What follows belongs to an exercise in optimizing a design on an open flow for small area, a short achievable clock period and few clock cycles per item; a production flow would make more cautious choices.
At most, simulation tests tie the RTL to the original design; equivalence was not proved.

try-tundra:
## hme_fsearch
module hme_fsearch (
    input  wire         clk,
    input  wire         rst,
    input  wire         start,
    input  wire [4:0]   grid_rows_m1,    
    input  wire [4:0]   grid_cols_m1,    
    output reg          busy,
    output reg          done,
    output wire         ref_req,
    output wire [8:0]   ref_y,
    output wire [8:0]   ref_x,
    input  wire [127:0] ref_row,
    output wire         tgt_req,
    output wire [8:0]   tgt_y,
    output wire [8:0]   tgt_x,
    input  wire [127:0] tgt_row,
    output reg          res_valid,
    output wire [4:0]   res_mb_row,
    output wire [4:0]   res_mb_col,
    output wire [4:0]   res_dy,
    output wire [4:0]   res_dx,
    output wire [15:0]  res_cost
);
    reg [4:0] gr_m1, gc_m1;
    reg [4:0] mb_r, mb_c;
    reg       run;                     
    wire top   = (mb_r == 5'd0);
    wire bot   = (mb_r == gr_m1);
    wire left  = (mb_c == 5'd0);
    wire right = (mb_c == gc_m1);
    reg              g_ph;             
    reg              g_wait;           
    reg              g_new;            
    reg              g_done;
    reg        [3:0] g_rad;
    reg signed [4:0] g_a, g_b;         
    reg signed [4:0] g_cy, g_cx;       
    wire signed [5:0] g_d  = g_ph ? {2'b00, g_rad} : {g_rad, 2'b00};
    wire signed [4:0] g_st = g_ph ? 5'sd1 : 5'sd4;
    wire signed [5:0] a_min = bot   ? 6'sd0 : -6'sd8;
    wire signed [5:0] a_max = top   ? 6'sd0 :  6'sd8;
    wire signed [5:0] b_min = right ? 6'sd0 : -6'sd8;
    wire signed [5:0] b_max = left  ? 6'sd0 :  6'sd8;
    wire signed [5:0] e_t = g_cy - g_d;
    wire signed [5:0] e_b = g_cy + g_d;
    wire signed [5:0] e_l = g_cx - g_d;
  ...
==> flow/config.mk <==
export PLATFORM = sky130hd
export DESIGN_NAME = hme_fsearch
export DESIGN_NICKNAME = hme_fsearch
export VERILOG_FILES = /design/flow/design.v
export SDC_FILE = /design/flow/constraint.sdc
export NUM_CORES = 4
export LEC_CHECK = 0
export CAP_MARGIN = 20
export CORE_MARGIN = 2
export CORE_UTILIZATION = 25
export CTS_CLUSTER_DIAMETER = 80
export CTS_CLUSTER_SIZE = 30
export PLACE_DENSITY = 0.5
export SLEW_MARGIN = 20
==> flow/constraint.sdc <==
create_clock -name core_clock -period 22.0 [get_ports {clk}]
set_input_delay 4.4000 -clock core_clock [delete_from_list [all_inputs] [get_ports {clk}]]
set_output_delay 4.4000 -clock core_clock [all_outputs]
set_load 0.01 [all_outputs]
standard.sh (not shown) runs the stock make flow with config.mk's settings and CLKGATE_MAP_FILE= SYNTH_SCRIPT=/design/flow/synth_recipe.tcl, a recipe that flattens the netlist after the stock synthesis.
==> flow/flow/run.sh <==
#!/bin/bash
# The standard layout, with the smallest buffer (buf_1) on the ports
# instead of the one buffer_ports picks by default.
set -euo pipefail
cd "$(dirname "$0")/.."
export BUFFER_PORTS_ARGS="-buffer_cell sky130_fd_sc_hd__buf_1"
export SETUP_SLACK_MARGIN=15.2
bash standard.sh > standard.log 2>&1
In summary, try-tundra completed successfully, with a layout that passed the timing, design-rule and antenna checks.
Testbench counts of try-tundra, summed over its fixed seeds: cycles 198,758, mbs 298.
The following lists how try-nickel was set up differently from try-tundra:
--- a/flow/design.v
+++ b/flow/design.v
@@ -63,27 +63,32 @@
     wire              s_out   = !l_in && !r_in;
     wire signed [5:0] a_inc   = g_a + g_st;
     wire signed [5:0] a_nx    = g_new ? ((s_out && !t_in) ? e_b : a_lo)
                                       : (s_out ? e_b : a_inc);
     wire              more    = s_out ? (g_a == e_t[4:0] && bt_in) : (g_a != a_hi[4:0]);
     wire              full_nx = g_new ? (t_in || s_out) : (s_out || a_inc == e_b);
     wire signed [5:0] b_nx    = full_nx ? b_lo : (l_in ? e_l : e_r);
     reg               r_v, x_v, d_v;
-    reg signed [4:0]  r_dy, x_dy, d_dy;
-    reg signed [4:0]  r_dx, x_dx, d_dx;
+    reg signed [5:0]  r_u;
+    reg signed [4:0]  r_nx;
+    reg signed [4:0]  x_dy, d_dy;
+    reg signed [4:0]  x_dx, d_dx;
     reg        [3:0]  r_row, x_row, d_row;
     reg        [15:0] r_acc, x_acc, d_acc;
     reg        [108-1:0] d_cs;
     wire [8:0] ty = {mb_r, 4'd0};
     wire [8:0] tx = {mb_c, 4'd0};
     assign ref_req = r_v;
     assign tgt_req = r_v;
-    assign ref_y   = ty + {5'd0, r_row} - {{4{r_dy[4]}}, r_dy};
-    assign ref_x   = tx - {{4{r_dx[4]}}, r_dx};
+    wire [4:0] mb_r_m1 = mb_r - 5'd1;
+    wire [4:0] mb_r_p1 = mb_r + 5'd1;
+    wire [4:0] mb_c_m1 = mb_c - 5'd1;
+    assign ref_y   = {r_u[5] ? mb_r_m1 : (r_u[4] ? mb_r_p1 : mb_r), r_u[3:0]};
+    assign ref_x   = {r_nx[4] ? mb_c_m1 : mb_c, r_nx[3:0]};
     assign tgt_y   = {mb_r, r_row};
     assign tgt_x   = tx;
     wire [15:0] sg;
     wire [7:0] df0, ad0;
     wire [8:0] bw0;
     assign bw0[0] = 1'b1;
     assign df0[0] = ref_row[0] ^ ~tgt_row[0];
     assign bw0[1] = (ref_row[0] & ~tgt_row[0]) | (ref_row[0] & bw0[0]) | (~tgt_row[0] & bw0[0]);
@@ -761,38 +766,42 @@
     wire [15:0] lose_s = {ls15, ls14, ls13, ls12, ls11, ls10, ls9, ls8, ls7, ls6, ls5, ls4, ls3, ls2, ls1, ls0};
     wire [15:0] lose_c = {lc15, lc14, lc13, lc12, lc11, lc10, lc9, lc8, lc7, lc6, lc5, lc4, lc3, lc2, lc1, lc0};
     wire [16:0] lose_t = {1'b0, lose_s} + {lose_c, 1'b0} + {16'd0, !ahead};
     wire lose   = lose_t[16];
     wire fin    = (d_row == 4'd15);
     wire cont   = d_v && !lose && !fin;
     wire win    = d_v && !lose && fin;
     wire take   = !cont && g_ok;
+    wire signed [5:0] u_cont  = {2'b00, d_row} + 6'sd1 - {d_dy[4], d_dy};
+    wire signed [4:0] nx_cont = ~d_dx + 5'sd1;
+    wire signed [5:0] u_take  = 6'sd0 - {g_a[4], g_a};
+    wire signed [4:0] nx_take = 5'sd0 - g_b;
     wire drained = run && g_done && !r_v && !x_v && !d_v;
     always @(posedge clk) begin
         x_v   <= r_v;
-        x_dy  <= r_dy;
-        x_dx  <= r_dx;
+        x_dy  <= r_row - r_u[4:0];
+        x_dx  <= 5'sd0 - r_nx;
         x_row <= r_row;
         x_acc <= r_acc;
         d_v   <= x_v;
         d_dy  <= x_dy;
         d_dx  <= x_dx;
         d_row <= x_row;
         d_acc <= x_acc;
         d_cs  <= cs_in;
         r_v <= cont || g_ok;
         if (cont) begin
-            r_dy  <= d_dy;
-            r_dx  <= d_dx;
+            r_u   <= u_cont;
+            r_nx  <= nx_cont;
             r_row <= d_row + 4'd1;
             r_acc <= acc_new;
         end else begin
-            r_dy  <= g_a;
-            r_dx  <= g_b;
+            r_u   <= u_take;
+            r_nx  <= nx_take;
             r_row <= 4'd0;
             r_acc <= 16'd0;
         end
         if (win) begin
             best_cost <= acc_new;
             best_dy   <= d_dy;
             best_dx   <= d_dx;
         end
## What came out
try-tundra ended up with reg2out as its type of the worst setup path; try-nickel ended up with reg2reg.
Critical-path maximum fanout: try-nickel and try-tundra compared, lower one is try-tundra
Run comparison: try-tundra capture point of the critical path ref_y[8]; try-nickel capture point of the critical path g_rad[0]
As far as portion of the layout cell area used by non-clock buffers is concerned, try-tundra and try-nickel perform about the same.
Re post-route setup TNS: no difference whatsoever between try-tundra and try-nickel.
Vias after detailed routing for try-nickel: 319 up relative to try-tundra
Total routed wirelength: try-nickel vs try-tundra up about 2.4%
Compared to try-tundra, try-nickel reaches a higher achievable clock.
Comparing try-nickel with try-tundra, the area of combinational cells with multiple inputs came out essentially unchanged.
Relative to try-tundra, the met2 wirelength from detailed routing measured on try-nickel has increased by a few percent.
try-nickel: flow completed, timing, DRC and antenna clean
Testbench counts of try-nickel, summed over its fixed seeds: cycles 198,758, mbs 298.

========
== rev 12 ==
Another version of the RTL of hme_fsearch (not shown whole).
Size in the first run: roughly 2200 cells after synthesis, about 280 flip-flops, ~350 I/O pins.
export LEC_CHECK = 0
export CAP_MARGIN = 20
export CORE_MARGIN = 2
export CORE_UTILIZATION = 25
export CTS_CLUSTER_DIAMETER = 80
export CTS_CLUSTER_SIZE = 30
export PLACE_DENSITY = 0.5
export SLEW_MARGIN = 20
create_clock -name core_clock -period 22.0 [get_ports {clk}]
==> flow/flow/run.sh <==
#!/bin/bash
# The standard layout, with the smallest buffer (buf_1) on the ports
# instead of the one buffer_ports picks by default.
set -euo pipefail
cd "$(dirname "$0")/.."
export BUFFER_PORTS_ARGS="-buffer_cell sky130_fd_sc_hd__buf_1"
bash standard.sh > standard.log 2>&1
Rev 12 ran to completion and came out clean on the timing, design-rule and antenna checks.
Testbench counts of rev 12, summed over its fixed seeds: cycles 202,040, mbs 298.
The inputs of rev 13 differ from those of rev 12 as listed below.
--- a/flow/design.v
+++ b/flow/design.v
@@ -40,32 +40,38 @@
     wire signed [5:0] a_min = bot   ? 6'sd0 : -6'sd8;
     wire signed [5:0] a_max = top   ? 6'sd0 :  6'sd8;
     wire signed [5:0] b_min = right ? 6'sd0 : -6'sd8;
     wire signed [5:0] b_max = left  ? 6'sd0 :  6'sd8;
     wire signed [5:0] e_t = g_cy - g_d;
     wire signed [5:0] e_b = g_cy + g_d;
     wire signed [5:0] e_l = g_cx - g_d;
     wire signed [5:0] e_r = g_cx + g_d;
+    wire t_in  = (e_t >= a_min);
+    wire bt_in = (e_b <= a_max);
     wire l_in = (e_l >= b_min);
     wire r_in = (e_r <= b_max);
-    wire signed [5:0] a_lo = (e_t >= a_min) ? e_t : a_min;
-    wire signed [5:0] a_hi = (e_b <= a_max) ? e_b : a_max;
+    wire signed [5:0] a_lo = t_in  ? e_t : a_min;
+    wire signed [5:0] a_hi = bt_in ? e_b : a_max;
     wire signed [5:0] b_lo = l_in ? e_l : b_min;
     wire signed [5:0] b_hi = r_in ? e_r : b_max;
     wire ring_all = (e_t <= a_min) && (e_b >= a_max) && (e_l <= b_min) && (e_r >= b_max);
     wire ring_end = g_ph ? ring_all : (g_rad == 4'd1);
     wire g_full = (g_a == e_t) || (g_a == e_b);
     wire in_win = (g_a >= a_min) && (g_a <= a_max) && (g_b >= b_min) && (g_b <= b_max);
     wire coarse = (g_a == -5'sd4 || g_a == 5'sd0 || g_a == 5'sd4) &&
                   (g_b == -5'sd4 || g_b == 5'sd0 || g_b == 5'sd4);
     wire g_ok   = !g_done && !g_wait && !g_new && in_win && !(g_ph && coarse);
-    wire signed [5:0] a_nx   = g_new ? a_lo : g_a + g_st;
-    wire              full_nx = (a_nx == e_t) || (a_nx == e_b);
-    wire signed [5:0] b_nx   = full_nx ? b_lo : (l_in ? e_l : e_r);
+    wire              s_out   = !l_in && !r_in;
+    wire signed [5:0] a_inc   = g_a + g_st;
+    wire signed [5:0] a_nx    = g_new ? ((s_out && !t_in) ? e_b : a_lo)
+                                      : (s_out ? e_b : a_inc);
+    wire              more    = s_out ? (g_a == e_t[4:0] && bt_in) : (g_a != a_hi[4:0]);
+    wire              full_nx = g_new ? (t_in || s_out) : (s_out || a_inc == e_b);
+    wire signed [5:0] b_nx    = full_nx ? b_lo : (l_in ? e_l : e_r);
     reg               r_v, x_v, d_v;
     reg signed [4:0]  r_dy, x_dy, d_dy;
     reg signed [4:0]  r_dx, x_dx, d_dx;
     reg        [3:0]  r_row, x_row, d_row;
     reg        [15:0] r_acc, x_acc, d_acc;
     reg        [108-1:0] d_cs;
     wire [8:0] ty = {mb_r, 4'd0};
     wire [8:0] tx = {mb_c, 4'd0};
@@ -803,17 +809,17 @@
                 g_rad  <= 4'd1;
                 g_new  <= 1'b1;
             end
         end else if ((take || !g_ok) && !g_done) begin
             if (g_full && g_b != b_hi[4:0]) begin
                 g_b <= g_b + g_st;
             end else if (!g_full && g_b == e_l[4:0] && r_in) begin
                 g_b <= e_r[4:0];
-            end else if (g_a != a_hi[4:0]) begin
+            end else if (more) begin
                 g_a <= a_nx[4:0];
                 g_b <= b_nx[4:0];
             end else if (!ring_end) begin
                 g_rad <= g_rad + 4'd1;
                 g_new <= 1'b1;
             end else if (!g_ph) begin
                 g_wait <= 1'b1;
             end else begin
Results
- Comparing rev 12 and rev 13, the higher worst hold slack is on rev 13.
- Of rev 12 and rev 13, the run reporting the higher share of synthesized area spent on multiplexers was rev 12.
- Rev 12 → rev 13: die outline area picked up an extra about 1.5%; placer's final routability congestion estimate moved up; area added between synthesis and finish ~0 delta.
- Of the two values seen for start point of the critical path, r_dy[1] was produced by rev 13 and d_cs[79] by rev 12.
Testbench counts of rev 13, summed over its fixed seeds: cycles 198,758, mbs 298.

========
## 04-14
hme_fsearch, a different RTL version from the one above (not shown whole).
For scale: ~280 flip-flops, roughly 350 I/O pins, about 22000 µm² of cells after synthesis.
==> flow/config.mk <==
export PLATFORM = sky130hd
export DESIGN_NAME = hme_fsearch
export DESIGN_NICKNAME = hme_fsearch
export VERILOG_FILES = /design/flow/design.v
export SDC_FILE = /design/flow/constraint.sdc
export NUM_CORES = 4
export LEC_CHECK = 0
export CAP_MARGIN = 20
export CORE_MARGIN = 2
export CORE_UTILIZATION = 25
export PLACE_DENSITY = 0.5
export SLEW_MARGIN = 20
==> flow/constraint.sdc <==
create_clock -name core_clock -period 22.0 [get_ports {clk}]
set_input_delay 4.4000 -clock core_clock [delete_from_list [all_inputs] [get_ports {clk}]]
set_output_delay 4.4000 -clock core_clock [all_outputs]
set_load 0.01 [all_outputs]
==> flow/flow/run.sh <==
#!/bin/bash
# The standard layout (the standard.sh, unchanged scripts) with three
# layout choices:
#  - the smallest buffer (buf_1) on the ports instead of the one
#    buffer_ports picks by default;
#  - timing repair aimed at a setup slack of 15.2 ns on the 22 ns clock, so
#    that the resizer sizes up the critical paths (the clock and the
#    constraints are the design's);
#  - clock tree: sinks clustered 30 to a buffer, no dummy loads.
# Each tool's output is in the ORFS logs under orfs/logs; make's own output
# is in standard.log.
set -euo pipefail
cd "$(dirname "$0")/.."
export BUFFER_PORTS_ARGS="-buffer_cell sky130_fd_sc_hd__buf_1"
export SETUP_SLACK_MARGIN=15.2
export CTS_ARGS="-sink_clustering_enable -repair_clock_nets -sink_clustering_size 30 -sink_clustering_max_diameter 80 -dont_use_dummy_load"
bash standard.sh > standard.log 2>&1
04-14 finished every stage and its layout cleared the timing, design-rule and antenna checks.
Testbench counts of 04-14, summed over its fixed seeds: cycles 198,758, mbs 298.
Input changes introduced in 10-18 (baseline for comparison: 04-14):
diff --git a/flow/design.v b/flow/design.v
--- a/flow/design.v
+++ b/flow/design.v
@@ -26,13 +26,12 @@
     reg       run;                     
     wire top   = (mb_r == 5'd0);
     wire bot   = (mb_r == gr_m1);
     wire left  = (mb_c == 5'd0);
     wire right = (mb_c == gc_m1);
     reg              g_ph;             
-    reg              g_wait;           
     reg              g_new;            
     reg              g_done;
     reg        [3:0] g_rad;
     reg signed [4:0] g_a, g_b;         
     reg signed [4:0] g_cy, g_cx;       
     wire signed [5:0] g_d  = g_ph ? {2'b00, g_rad} : {g_rad, 2'b00};
@@ -56,21 +55,22 @@
     wire ring_all = (e_t <= a_min) && (e_b >= a_max) && (e_l <= b_min) && (e_r >= b_max);
     wire ring_end = g_ph ? ring_all : (g_rad == 4'd1);
     wire g_full = (g_a == e_t) || (g_a == e_b);
     wire in_win = (g_a >= a_min) && (g_a <= a_max) && (g_b >= b_min) && (g_b <= b_max);
     wire coarse = (g_a == -5'sd4 || g_a == 5'sd0 || g_a == 5'sd4) &&
                   (g_b == -5'sd4 || g_b == 5'sd0 || g_b == 5'sd4);
-    wire g_ok   = !g_done && !g_wait && !g_new && in_win && !(g_ph && coarse);
+    wire g_ok   = !g_done && !g_new && in_win && !(g_ph && coarse);
     wire              s_out   = !l_in && !r_in;
     wire signed [5:0] a_inc   = g_a + g_st;
     wire signed [5:0] a_nx    = g_new ? ((s_out && !t_in) ? e_b : a_lo)
                                       : (s_out ? e_b : a_inc);
     wire              more    = s_out ? (g_a == e_t[4:0] && bt_in) : (g_a != a_hi[4:0]);
     wire              full_nx = g_new ? (t_in || s_out) : (s_out || a_inc == e_b);
     wire signed [5:0] b_nx    = full_nx ? b_lo : (l_in ? e_l : e_r);
     reg               r_v, x_v, d_v;
+    reg               r_c, x_c, d_c;       
     reg signed [5:0]  r_u;
     reg signed [4:0]  r_nx;
     reg signed [4:0]  x_dy, d_dy;
     reg signed [4:0]  x_dx, d_dx;
     reg        [3:0]  r_row, x_row, d_row;
     reg        [15:0] r_acc, x_acc, d_acc;
@@ -805,65 +805,70 @@
     wire signed [4:0] nx_cont = ~d_dx + 5'sd1;
     wire signed [5:0] u_take  = 6'sd0 - {g_a[4], g_a};
     wire signed [4:0] nx_take = 5'sd0 - g_b;
     wire drained = run && g_done && !r_v && !x_v && !d_v;
     always @(posedge clk) begin
         x_v   <= r_v;
+        x_c   <= r_c;
         x_dy  <= r_row - r_u[4:0];
         x_dx  <= 5'sd0 - r_nx;
         x_row <= r_row;
         x_acc <= r_acc;
         d_v   <= x_v;
+        d_c   <= x_c;
         d_dy  <= x_dy;
         d_dx  <= x_dx;
         d_row <= x_row;
         d_acc <= x_acc;
         d_cs  <= cs_in;
         r_v <= cont || g_ok;
         if (cont) begin
             r_u   <= u_cont;
             r_nx  <= nx_cont;
             r_row <= d_row + 4'd1;
+            r_c   <= d_c;
             r_acc <= acc_new;
         end else begin
             r_u   <= u_take;
             r_nx  <= nx_take;
             r_row <= 4'd0;
+            r_c   <= !g_ph;
             r_acc <= 16'd0;
         end
         if (win) begin
             best_cost <= acc_new;
             best_dy   <= d_dy;
             best_dx   <= d_dx;
         end
-        if (g_new) begin
+        if (g_ph && win && d_c) begin
+            g_cy   <= d_dy;
+            g_cx   <= d_dx;
+            g_rad  <= 4'd1;
+            g_new  <= 1'b1;
+            g_done <= 1'b0;
+        end else if (g_new) begin
             g_new <= 1'b0;
             g_a   <= a_nx[4:0];
             g_b   <= b_nx[4:0];
-        end else if (g_wait) begin
-            if (!r_v && !x_v && !d_v) begin
-                g_wait <= 1'b0;
-                g_ph   <= 1'b1;
-                g_cy   <= best_dy;
-                g_cx   <= best_dx;
-                g_rad  <= 4'd1;
-                g_new  <= 1'b1;
-            end
         end else if ((take || !g_ok) && !g_done) begin
             if (g_full && g_b != b_hi[4:0]) begin
                 g_b <= g_b + g_st;
             end else if (!g_full && g_b == e_l[4:0] && r_in) begin
                 g_b <= e_r[4:0];
             end else if (more) begin
                 g_a <= a_nx[4:0];
                 g_b <= b_nx[4:0];
             end else if (!ring_end) begin
                 g_rad <= g_rad + 4'd1;
                 g_new <= 1'b1;
             end else if (!g_ph) begin
-                g_wait <= 1'b1;
+                g_ph  <= 1'b1;
+                g_cy  <= win ? d_dy : best_dy;
+                g_cx  <= win ? d_dx : best_dx;
+                g_rad <= 4'd1;
+                g_new <= 1'b1;
             end else begin
                 g_done <= 1'b1;
             end
         end
         done      <= 1'b0;
         res_valid <= 1'b0;
@@ -881,13 +886,12 @@
                 mb_r <= mb_r + 5'd1;
             end else begin
                 mb_c <= mb_c + 5'd1;
             end
             run       <= 1'b1;
             g_ph      <= 1'b0;
-            g_wait    <= 1'b0;
             g_new     <= 1'b0;
             g_rad     <= 4'd0;
             g_a       <= 5'sd0;
             g_b       <= 5'sd0;
             g_cy      <= 5'sd0;
             g_cx      <= 5'sd0;
@@ -901,13 +905,12 @@
             gc_m1     <= grid_cols_m1;
             mb_r      <= 5'd0;
             mb_c      <= 5'd0;
             busy      <= 1'b1;
             run       <= 1'b1;
             g_ph      <= 1'b0;
-            g_wait    <= 1'b0;
             g_new     <= 1'b0;
             g_rad     <= 4'd0;
             g_a       <= 5'sd0;
             g_b       <= 5'sd0;
             g_cy      <= 5'sd0;
             g_cx      <= 5'sd0;
@@ -919,13 +922,12 @@
         if (rst) begin
             busy      <= 1'b0;
             done      <= 1'b0;
             res_valid <= 1'b0;
             run       <= 1'b0;
             g_done    <= 1'b1;
-            g_wait    <= 1'b0;
             g_new     <= 1'b0;
             r_v       <= 1'b0;
             x_v       <= 1'b0;
             d_v       <= 1'b0;
         end
     end
Results
Taking 04-14 as the reference point, the clock period minus final worst setup slack of 10-18 falls by 0.017 ns.
NOTE multi-input combinational gate total 04-14->10-18 decreased slightly
Diff 04-14 -> 10-18: final RePlAce weighted congestion shrank by 2.3%; routed wire length held steady; global routing met3 resource utilization shrank by 0.16 points.
Flops: 10-18 more than 04-14
Against 04-14, flip-flop and latch count after synthesis in 10-18 rose slightly.
04-14 and 10-18 ended up with roughly the same XOR/XNOR share of the synthesized area.
Higher portion of netlist area occupied by mux cells among 04-14 and 10-18: 10-18
Looking only at utilization, and setting everything else aside, the lower value of 04-14 and 10-18 goes to 04-14.
For 10-18, only the layout was checked, not whether the RTL still works.

[what the ideal ports hide]
How much do the figures lean on ideal ports? The routed layouts below were timed once more, with nothing changed but the port constraints. Step 1 (the two cells are an assumption about what drives the block):
set clk [get_ports {clk}]
set_driving_cell -lib_cell sky130_fd_sc_hd__clkbuf_16 $clk
set_driving_cell -lib_cell sky130_fd_sc_hd__buf_2 [delete_from_list [all_inputs] $clk]
Step 2 times the ports against the registers' clock, not the clock port: input delays grow and output delays shrink by t, the midpoint of the rising clock arrivals with the driver on. Slacks: ideal ports / drivers / drivers and shift; pairs: ideal ports / drivers.
| run | t, ns | setup slack, ns | hold WS [ns] |
|---|---|---|---|
| try-tundra | 0.628 | 15.144 / 15.082 / 14.760 | 0.319 / 0.319 / 0.319 |
| try-nickel | 0.619 | 15.319 / 15.319 / 14.777 | 0.328 / 0.328 / 0.328 |
| rev 12 | 0.602 | 14.577 / 14.577 / 14.421 | 0.305 / 0.305 / 0.305 |
| rev 13 | 0.627 | 14.836 / 14.776 / 14.332 | 0.329 / 0.329 / 0.329 |
| 04-14 | 0.612 | 15.376 / 15.411 / 14.799 | 0.304 / 0.304 / 0.304 |
| 10-18 | 0.605 | 15.392 / 15.411 / 14.806 | 0.278 / 0.278 / 0.278 |
After both steps every run listed still meets setup and hold. For 10-18, which loses most, drivers alone change the setup slack by +0.019 ns; drivers and shift together by -0.586 ns.
